Context: an optimization exercise on an open-source flow, tuned for small area. The choices shown serve that exercise and are no tape-out recipe.
Function was checked by simulation only, so behaviour that the tests miss may differ from the original.
Power is estimated from default activity; no workload was simulated.

## lane 1
## voice_filter
module voice_filter (
    input  wire        clk,
    input  wire        rst,        
    input  wire        start,
    input  wire [31:0] x,
    input  wire        topo,       
    input  wire [1:0]  ftype,      
    input  wire [31:0] a0,
    input  wire [31:0] a1,
    input  wire [31:0] a2,
    input  wire [31:0] b1,
    input  wire [31:0] b2,
    input  wire [31:0] f1,
    input  wire [31:0] q,
    output reg         done,
    output wire [31:0] y
);
export LEC_CHECK = 0
export CAP_MARGIN = 20
export CORE_MARGIN = 2
export CORE_UTILIZATION = 40
export SLEW_MARGIN = 20
export BUFFER_PORTS_ARGS = -buffer_cell sky130_fd_sc_hd__buf_1
export CTS_ARGS = -sink_clustering_enable -repair_clock_nets -dont_use_dummy_load -sink_clustering_size 18 -sink_clustering_max_diameter 130 -buf_list {sky130_fd_sc_hd__clkbuf_16}
create_clock -name core_clock -period 22.0 [get_ports {clk}]
standard.sh (not shown) runs the stock make flow with config.mk's settings and CLKGATE_MAP_FILE= SYNTH_SCRIPT=/design/flow/synth_recipe.tcl, a recipe that flattens the netlist after the stock synthesis.
==> flow/flow/run.sh <==
#!/bin/bash
# The standard layout (the standard.sh, standard synthesis included),
# with two changes: the buffer that placement puts on every input and output
# port is sky130_fd_sc_hd__buf_1, and clock tree synthesis adds no dummy
# loads, and its sink clusters and buffers are set below.
set -euo pipefail
cd "$(dirname "$0")/.."
cat >> config.mk <<'MK'
export BUFFER_PORTS_ARGS = -buffer_cell sky130_fd_sc_hd__buf_1
export CTS_ARGS = -sink_clustering_enable -repair_clock_nets -dont_use_dummy_load -sink_clustering_size 18 -sink_clustering_max_diameter 130 -buf_list {sky130_fd_sc_hd__clkbuf_16}
MK
bash standard.sh finish > standard_flow.log 2>&1
Lane 1: flow completed, timing, DRC and antenna clean
Input-level comparison between lane 2 and lane 1:
-- flow/design.v --
<<< lane 1, line 28
    reg [3:0]  st;
    reg [3:0]  pc;                 
    reg [3:0]  cnt;                
    reg [2:0]  pend;               
    reg        swapped;
>>> lane 2, line 28
    reg [3:0]  st;
    reg [3:0]  pc;                 
    reg [4:0]  cnt;                
    reg [2:0]  pend;               
    reg        swapped;
<<< lane 1, line 34
    reg [26:0] L;
    reg signed [9:0] EH;
    reg [7:0]  EL;
    reg        SH, SL;
    reg        nanF, infF;         
>>> lane 2, line 34
    reg [26:0] L;
    reg signed [9:0] EH;
    reg        SH, SL;
    reg        nanF, infF;         
<<< lane 1, line 146
    wire [28:0] sum = {1'b0, H} + p1 + p2 + {28'd0, addmode & eff_sub};
    wire signed [9:0] s_dn = 10'sd1 - EH;             
    wire [7:0]  d_al = EH[7:0] - EL;                  
    wire        sx = bus[31] ^ c_negx;
    wire        sy = SH ^ c_negy;
>>> lane 2, line 145
    wire [28:0] sum = {1'b0, H} + p1 + p2 + {28'd0, addmode & eff_sub};
    wire signed [9:0] s_dn = 10'sd1 - EH;             
    wire [7:0]  d_xh = bex - EH[7:0];
    wire [7:0]  d_hx = EH[7:0] - bex;
    wire        sx = bus[31] ^ c_negx;
    wire        sy = SH ^ c_negy;
<<< lane 1, line 178
        fin = 1'b0;
        case (st)
            S_MIT:   fin = (cnt == 4'd11) && (nanF || infF);
            S_ROUND: fin = 1'b1;
            S_A0:    fin = rdy && (bnan || nanF || binf || yinf || bzero || y_zero);
>>> lane 2, line 178
        fin = 1'b0;
        case (st)
            S_MIT:   fin = (cnt == 5'd11) && (nanF || infF);
            S_ROUND: fin = 1'b1;
            S_A0:    fin = rdy && (bnan || nanF || binf || yinf || bzero || y_zero);
<<< lane 1, line 220
                S_MLOAD: if (rdy) begin
                    L   <= {bm, 3'b000};
                    EL  <= bex;
                    SL  <= bus[31];
                    zL  <= bzero;
>>> lane 2, line 220
                S_MLOAD: if (rdy) begin
                    L   <= {bm, 3'b000};
                    SL  <= bus[31];
                    zL  <= bzero;
<<< lane 1, line 227
                    H   <= 28'd0;
                    EH  <= eadd;
                    cnt <= 4'd0;
                    st  <= S_MIT;
                end
                S_MIT: begin
                    if (cnt == 4'd0) begin
                        EH   <= eadd;
                        SH   <= SL ^ bus[31];
>>> lane 2, line 226
                    H   <= 28'd0;
                    EH  <= eadd;
                    cnt <= 5'd0;
                    st  <= S_MIT;
                end
                S_MIT: begin
                    if (cnt == 5'd0) begin
                        EH   <= eadd;
                        SH   <= SL ^ bus[31];
<<< lane 1, line 239
                    H   <= {1'b0, sum[28:2]};
                    L   <= {H[1:0], L[26:5], 3'b000};
                    cnt <= cnt + 4'd1;
                    if (cnt == 4'd11 && !(nanF || infF)) st <= S_NORM;
                end
                S_NORM: begin
>>> lane 2, line 238
                    H   <= {1'b0, sum[28:2]};
                    L   <= {H[1:0], L[26:5], 3'b000};
                    cnt <= cnt + 5'd1;
                    if (cnt == 5'd11 && !(nanF || infF)) st <= S_NORM;
                end
                S_NORM: begin
<<< lane 1, line 304
                        end else begin
                            L  <= {bm, 3'b000};
                            EL <= bex;
                            SL <= sx;
                            swapped <= 1'b0;
>>> lane 2, line 303
                        end else begin
                            L  <= {bm, 3'b000};
                            cnt <= (d_hx >= 8'd26) ? 5'd26 : d_hx[4:0];
                            SL <= sx;
                            swapped <= 1'b0;
<<< lane 1, line 313
                S_SW1: begin
                    L  <= {bm, 3'b000};
                    EL <= bex;
                    SL <= bus[31];
                    st <= S_SW2;
>>> lane 2, line 312
                S_SW1: begin
                    L  <= {bm, 3'b000};
                    SL <= bus[31];
                    st <= S_SW2;
<<< lane 1, line 321
                    EH <= eadd;
                    SH <= sx;
                    st <= S_A1;
                end
                S_A1: begin
                    if (eff_sub && (EH[7:0] == EL) && !swapped && sum[28]) begin
                        swapped <= 1'b1;
                        st <= S_SW1;
>>> lane 2, line 319
                    EH <= eadd;
                    SH <= sx;
                    cnt <= (d_xh >= 8'd26) ? 5'd26 : d_xh[4:0];
                    st <= S_A1;
                end
                S_A1: begin
                    if (eff_sub && (cnt == 5'd0) && !swapped && sum[28]) begin
                        swapped <= 1'b1;
                        st <= S_SW1;
<<< lane 1, line 332
                end
                S_ALIGN: begin
                    if (d_al >= 8'd26) begin
                        L  <= {26'd0, |L};
                        EL <= EH[7:0];
                    end else if (d_al >= 8'd2) begin
                        L  <= {H[1:0], L[26:5], L[4], L[3], |L[2:0]};
                        EL <= EL + 8'd2;
                    end else if (d_al == 8'd1) begin
                        L  <= {H[0], L[26:2], L[1] | L[0]};
                        EL <= EL + 8'd1;
                    end else begin
                        H <= sum[27:0];
>>> lane 2, line 331
                end
                S_ALIGN: begin
                    if (cnt >= 5'd26) begin
                        L   <= {26'd0, |L};
                        cnt <= 5'd0;
                    end else if (cnt >= 5'd2) begin
                        L   <= {H[1:0], L[26:5], L[4], L[3], |L[2:0]};
                        cnt <= cnt - 5'd2;
                    end else if (cnt == 5'd1) begin
                        L   <= {H[0], L[26:2], L[1] | L[0]};
                        cnt <= 5'd0;
                    end else begin
                        H <= sum[27:0];
[summary]
[lane 2 vs lane 1] number of antenna violations at the first check in global routing: lower in lane 2
Lane 2: net count after synthesis 4.1% below lane 1
Initial DRC count was lower in lane 1 than in lane 2.
Lane 2 ended up with sky130_fd_sc_hd__and3_1 as its critical-path cell with the highest stage delay; lane 1 ended up with sky130_fd_sc_hd__buf_1.
After detailed routing, lane 1 needs more wire than lane 2.
Between lane 1 and lane 2, the worst setup slack is lower for lane 2.
Lane 1 -> lane 2: reported leakage power decreased by a few percent
Going from lane 1 to lane 2, the actual slew at the worst max-slew pin was found to have gone down by 7.9 ps.
Summary of the comparison: width of the die is lower in lane 2, relative to lane 1.
In lane 2 the portion of the clock cycle consumed by the worst path in the final layout turned out 0.97 points higher than in lane 1.
The part of the total power dissipated in combinational logic of lane 2 exceeds that of lane 1 by 3.7 points.
Lane 2 does better than lane 1 on synthesized area.

* * *

voice_filter, a different RTL version from the one above (not shown whole).
Size: about 2100 cells after synthesis, roughly 300 I/O pins.
==> flow/config.mk <==
export PLATFORM = sky130hd
export DESIGN_NAME = voice_filter
export DESIGN_NICKNAME = voice_filter
export VERILOG_FILES = /design/flow/design.v
export SDC_FILE = /design/flow/constraint.sdc
export NUM_CORES = 4
export LEC_CHECK = 0
export CAP_MARGIN = 20
export CORE_MARGIN = 2
export CORE_UTILIZATION = 40
export SLEW_MARGIN = 20
export BUFFER_PORTS_ARGS = -buffer_cell sky130_fd_sc_hd__buf_1
export CTS_ARGS = -sink_clustering_enable -repair_clock_nets -dont_use_dummy_load -sink_clustering_size 16 -sink_clustering_max_diameter 120 -buf_list {sky130_fd_sc_hd__clkbuf_16}
==> flow/constraint.sdc <==
create_clock -name core_clock -period 22.0 [get_ports {clk}]
set_input_delay 4.4000 -clock core_clock [delete_from_list [all_inputs] [get_ports {clk}]]
set_output_delay 4.4000 -clock core_clock [all_outputs]
set_load 0.01 [all_outputs]
==> flow/flow/run.sh <==
#!/bin/bash
# The standard layout (the standard.sh, standard synthesis included),
# with two changes: the buffer that placement puts on every input and output
# port is sky130_fd_sc_hd__buf_1, and clock tree synthesis adds no dummy
# loads, and its sink clusters and buffers are set below.
set -euo pipefail
cd "$(dirname "$0")/.."
cat >> config.mk <<'MK'
export BUFFER_PORTS_ARGS = -buffer_cell sky130_fd_sc_hd__buf_1
export CTS_ARGS = -sink_clustering_enable -repair_clock_nets -dont_use_dummy_load -sink_clustering_size 16 -sink_clustering_max_diameter 120 -buf_list {sky130_fd_sc_hd__clkbuf_16}
MK
bash standard.sh finish > standard_flow.log 2>&1
The starting point completed with no timing, DRC or antenna violations.
==> next run, changes <==
--- a/flow/design.v
+++ b/flow/design.v
@@ -171,55 +171,58 @@
     always @(*) begin
         fin = 1'b0;
         case (st)
             S_MIT:   fin = (cnt == 5'd11) && (nanF || infF);
             S_ROUND: fin = 1'b1;
             S_A0:    fin = rdy && (bnan || nanF || binf || yinf || bzero || y_zero);
             S_LH:    fin = rdy;
             default: fin = 1'b0;
         endcase
     end
     reg [3:0] st_n, pc_n;
+    reg       pc_inc, pc_zero;
     always @(*) begin
         st_n = st;
         pc_n = pc;
+        pc_inc = 1'b0;
+        pc_zero = 1'b0;
         if (fin && (c_dest == D_NONE || c_dest == D_ACC) && !c_last)
-            pc_n = pc + 4'd1;
+            begin pc_n = pc + 4'd1; pc_inc = 1'b1; end
         case (st)
-            S_IDLE:  if (start) begin pc_n = 4'd0; st_n = S_MLOAD; end
+            S_IDLE:  if (start) begin pc_n = 4'd0; pc_zero = 1'b1; st_n = S_MLOAD; end
             S_MLOAD: if (rdy) st_n = S_MIT;
             S_MIT:   if (cnt == 5'd11 && !(nanF || infF)) st_n = S_NORM;
             S_NORM:  if (!(n_r1a || n_und || n_left)) st_n = S_ROUND;
             S_A0:    if (a0go && !y_zero && !bzero)
                          st_n = ($signed({2'b00, bex}) > EH) ? S_SW1 : S_A1;
             S_SW1:   st_n = S_SW2;
             S_SW2:   if (rdy) st_n = S_A1;
             S_A1:    st_n = (eff_sub && (cnt == 5'd0) && !swapped && sum[28]) ? S_SW1 : S_ALIGN;
             S_ALIGN: if (al_add) st_n = S_NORM;
             S_WR:    if (hs == dslot) begin
                          if (c_last) st_n = S_IDLE;
-                         else begin pc_n = pc + 4'd1; st_n = n_first; end
+                         else begin pc_n = pc + 4'd1; pc_inc = 1'b1; st_n = n_first; end
                      end
             S_UPDX:  if (hs == dslot) st_n = S_UPD0;
             S_UPD0:  if (hs == dslot) st_n = S_IDLE;
             default: ;
         endcase
         if (fin) begin
             if (c_dest == D_LOW || c_dest == D_BAND) st_n = S_WR;
             else if (c_dest == D_Y1)                 st_n = S_UPDX;
             else if (c_last)                         st_n = S_IDLE;
             else                                     st_n = n_first;
         end
         if (rst) st_n = S_IDLE;
     end
-    wire [15:0] cur_n = prog(topo, ftype, pc_n);
+    wire [15:0] cur_n = pc_zero ? prog(topo, ftype, 4'd0) : pc_inc ? nxt : cur;
     wire [3:0]  bsel_n = (st_n == S_MIT) ? cur_n[9:6] :
                          (st_n == S_UPDX) ? B_X :
                          (st_n == S_SW1 || st_n == S_WR || st_n == S_UPD0) ? B_R : cur_n[13:10];
     always @(posedge clk) begin
         st  <= st_n;
         pc  <= pc_n;
         sel[SL_R]    <= (bsel_n == B_R);
         sel[SL_X]    <= (bsel_n == B_X);
         sel[SL_RING] <= (bsel_n >= B_X1) && (bsel_n <= B_BAND);
         sel[SL_ACC]  <= (bsel_n == B_ACC);
         sel[SL_A0]   <= (bsel_n == B_A0);
Outcome: Wire length drops by a few percent; final area drops slightly; first-iteration DRC count drops by roughly a tenth; power drops by a little under a tenth; cell count drops slightly; setup slack loses 0.35 ns; clock skew climbs by 0.016 ns; synthesized cell count climbs slightly; synthesized area drops slightly; via count is about the same; critical path depth climbs by 4; non-clock buffer count drops by 2; maximum frequency drops by a few percent.

==> static timing again, ports no longer ideal <==
The results above use ideal ports. As a check the final layouts listed here were re-extracted and re-timed, cells and wires unchanged.
Step 1, drivers: a clkbuf_16 drives clk and a buf_2 each remaining input, both assumed.
Step 2 moves the port delays by t, midway between the first and last clock arrival at a register: inputs arrive t later, outputs are due t later. That takes back most of the time a late clock gives input paths.
Three values: ideal ports, drivers, drivers and shift; two values: the first two.
run	t (ns)	setup WS [ns]	latest minus earliest clock arrival (ns)	cell pins on the clock port's net
lane 1	0.621	9.639 / 9.632 / 9.012	0.039 / 0.039	1
lane 2	0.603	9.425 / 9.459 / 8.856	0.041 / 0.042	1
the first run of note 2	0.619	11.772 / 11.802 / 11.184	0.045 / 0.045	1
the second run of note 2	0.605	11.422 / 11.454 / 10.849	0.061 / 0.062	1
After both steps setup and hold are still met in every run listed. For lane 1, which loses most, drivers alone change the setup slack by -0.007 ns; drivers and shift together by -0.627 ns.
